This design comes from an exercise in tuning for small area on the open sky130 flow, not from production work. The RTL was checked by simulation tests, not by an equivalence proof against the original design. Power and IR drop assume default switching activity.

willow:
## srcp
module srcp (
  input  wire        clk,
  input  wire        rst,           
  input  wire        host_sel,
  input  wire        host_we,
  input  wire [5:0]  host_addr,
  input  wire [1:0]  host_size,
  input  wire [31:0] host_wdata,
  output reg  [31:0] host_rdata,
  output wire        host_err,
  output reg         gpio_req,
  output reg         gpio_we,
  output wire [31:0] gpio_addr,
  output wire [31:0] gpio_wdata,
  input  wire [31:0] gpio_rdata,
  input  wire        gpio_ack,
  input  wire [2:0]  grant,
  input  wire        sink_ok,
  output wire        evt_valid,
  output wire [15:0] evt_data,
  input  wire        evt_ready
);
export LEC_CHECK = 0
export CAP_MARGIN = 0
export CORE_MARGIN = 2
export CORE_UTILIZATION = 40
export SLEW_MARGIN = 0
create_clock -name core_clock -period 10.0 [get_ports {clk}]
standard.sh (not shown) runs the stock make flow with config.mk's settings and CLKGATE_MAP_FILE= SYNTH_SCRIPT=/design/flow/synth_recipe.tcl, a recipe that flattens the netlist after the stock synthesis.
==> flow/flow/run.sh <==
#!/bin/bash
# The standard layout (standard.sh), built with these changes:
# - synthesis runs the standard synthesis script unchanged, but ABC maps
#   the logic with an area-oriented script (flow/abc_area_map.script) in
#   place of ORFS's speed script; the registers are the standard ones;
# - the port buffers use the smallest buffer cell, buf_1;
# - the constant outputs share one tie cell instead of one tie cell each;
# - the clock tree uses clkbuf_8 buffers and no dummy balancing loads.
# Each step's full output is in synth.log and standard.log here.
set -euo pipefail
rm -rf scripts_area
cp -r "$FLOW_HOME/scripts" scripts_area
cp flow/abc_area_map.script scripts_area/abc_speed.script
export BUFFER_PORTS_ARGS="-buffer_cell sky130_fd_sc_hd__buf_1"
export SKIP_REPAIR_TIE_FANOUT=1
export CTS_ARGS="-sink_clustering_enable -repair_clock_nets -dont_use_dummy_load -buf_list {sky130_fd_sc_hd__clkbuf_8}"
SCRIPTS_DIR="$PWD/scripts_area" bash standard.sh synth > synth.log 2>&1
bash standard.sh > standard.log 2>&1
==> flow/flow/abc_area_map.script <==
&get -n
&st
&dch
&nf -R 1000
&st
&syn2
&if -g -K 6
&synch2
&nf -R 1000 -a
&put
topo
dnsize -c
> inputs changed (willow -> ember)
diff --git a/flow/design.v b/flow/design.v
--- a/flow/design.v
+++ b/flow/design.v
@@ -33,20 +33,22 @@
                    S_P_C27 = 4'd8,    
                    S_P_LEV = 4'd9,    
                    S_P_C17 = 4'd10,   
                    S_P_S17 = 4'd11,   
                    S_P_END = 4'd12,   
                    S_D     = 4'd13;   
   reg  [2:0]  lstate;
   reg  [3:0]  st;
   reg  [3:0]  idx;          
-  reg  [28:0] d;
-  reg  [15:0] raw;
+  reg  [28:0] dn;           
+  wire [28:0] d = ~dn;
+  reg  [15:0] rawn;         
+  wire [15:0] raw = ~rawn;
   reg         raw_nz;       
   reg         raw_valid;
   reg  [4:0]  err;          
   reg  [31:0] errcmd;
   reg  [1:0]  ecm;          
   wire busy = (st != S_IDLE);
   wire cfgd = (lstate == LS_CONFIGURED) || (lstate == LS_READY);
   assign host_err = host_sel && ((host_size != 2'd2) || (host_addr[1:0] != 2'b00));
   wire host_ok   = host_sel && (host_size == 2'd2) && (host_addr[1:0] == 2'b00);
@@ -159,31 +161,31 @@
   end
   always @(posedge clk) begin
     if (accept)
       idx <= 4'd0;
     else if ((st == S_C_WR && acc) || (st == S_P_S17 && acc) || xfer)
       idx <= idx + 4'd1 + {3'b0, ax & (st == S_D)};
   end
   always @(posedge clk) begin
     if (st == S_C_RD && acc) begin
-      d <= {gpio_rdata[31:24], gpio_rdata[20:9],
-            idx[1] ? gpio_rdata[23:21] : gpio_rdata[8:6], gpio_rdata[5:0]};
+      dn <= ~({gpio_rdata[31:24], gpio_rdata[20:9],
+            idx[1] ? gpio_rdata[23:21] : gpio_rdata[8:6], gpio_rdata[5:0]});
     end else begin
       if (accept && (w_op == 4'd4))
-        d[11:0] <= perm(raw);
+        dn[11:0] <= ~(perm(raw));
       else if (accept && (w_op == 4'd5))
-        d[11:0] <= perm(host_wdata[31:16]);
+        dn[11:0] <= ~(perm(host_wdata[31:16]));
       else if ((st == S_P_LEV && acc) || xfer)
-        d[15:0] <= {~gpio_rdata[22], d[15:1]};
+        dn[15:0] <= ~({~gpio_rdata[22], d[15:1]});
       if (acc)
-        d[26:16] <= {1'b0, st == S_P_S27, 9'h100};
+        dn[26:16] <= ~({1'b0, st == S_P_S27, 9'h100});
       else if (!done && st != S_C_WR)
-        d[26:16] <= {cnt[9:0], cnt[10] ^ cnt[8]};
+        dn[26:16] <= ~({cnt[9:0], cnt[10] ^ cnt[8]});
     end
   end
   always @(posedge clk) begin
     if (rst) begin
       lstate    <= LS_UNCONFIGURED;
       raw_valid <= 1'b0;
       raw_nz    <= 1'b0;
       err       <= 5'b0;
       ecm       <= 2'd0;
@@ -218,12 +220,12 @@
         raw_valid <= 1'b1;
         raw_nz    <= 1'b1;
       end
     end
   end
   always @(posedge clk) begin
     if (cmd_err)
       errcmd <= host_wdata;
     if (st == S_P_END && done)
-      raw <= d[15:0];
+      rawn <= ~d[15:0];
   end
 endmodule
==> comparison <==
- sky130_fd_sc_hd__and3_1 as the highest-delay cell along the critical path was reported by willow, and sky130_fd_sc_hd__nand4b_1 by ember.
- Combinational group share of total power (lower): ember
- The run showing the greater global placement routability congestion is ember.
- Compared with willow, ember shows a synthesized cell count that is about 4.4% higher.
- Comparing average cell area after synthesis for willow and ember, the smaller number came from ember.
- First-pass GRT wire length: ember lower than willow
- Sort willow and ember by global-route track usage on met2 asc -> top: ember
- Fraction of power consumed by sequential logic ended up 8.0 points higher on ember than on willow.
- ember: number of vias per cell lower than willow
- Multi-input combinational cell count in ember vs willow: up about 8%
- Via count for ember: about 0.5% up relative to willow
- ember improves on willow in worst hold slack.
- ember has part of the power in the clock network above what willow had.
- ember against willow; final wirelength is down slightly.
- When the final numbers for willow and ember were put side by side, the delay of the slowest cell on the worst path turned out to be smaller in willow.

[re-timing with driven ports]
Ports are ideal in the flow. The routed layouts listed here were re-timed in OpenROAD.
Step 1 (the two cells are an assumption about what drives the block):
set clk [get_ports {clk}]
set_driving_cell -lib_cell sky130_fd_sc_hd__clkbuf_16 $clk
set_driving_cell -lib_cell sky130_fd_sc_hd__buf_2 [delete_from_list [all_inputs] $clk]
Step 2 times the ports against the registers' clock, not the clock port: input delays grow and output delays shrink by t, the midpoint of the rising clock arrivals with the driver on.
Three values: no drivers, after step 1, after step 2; two values: the first two.
run | t, ns | setup WS [ns] | hold WS [ns] | worst setup path at the end | worst slew at a driven data input, ns
willow | 0.403 | 4.477 / 4.455 / 4.441 | 0.475 / 0.475 / 0.475 | input to register | 0.06
ember | 0.410 | 4.315 / 4.281 / 4.022 | 0.479 / 0.479 / 0.479 | input to register | 0.05
After both steps setup and hold are still met in every run listed. The setup slack of ember, which loses most, moves by -0.034 ns with the drivers and by -0.293 ns with both steps.
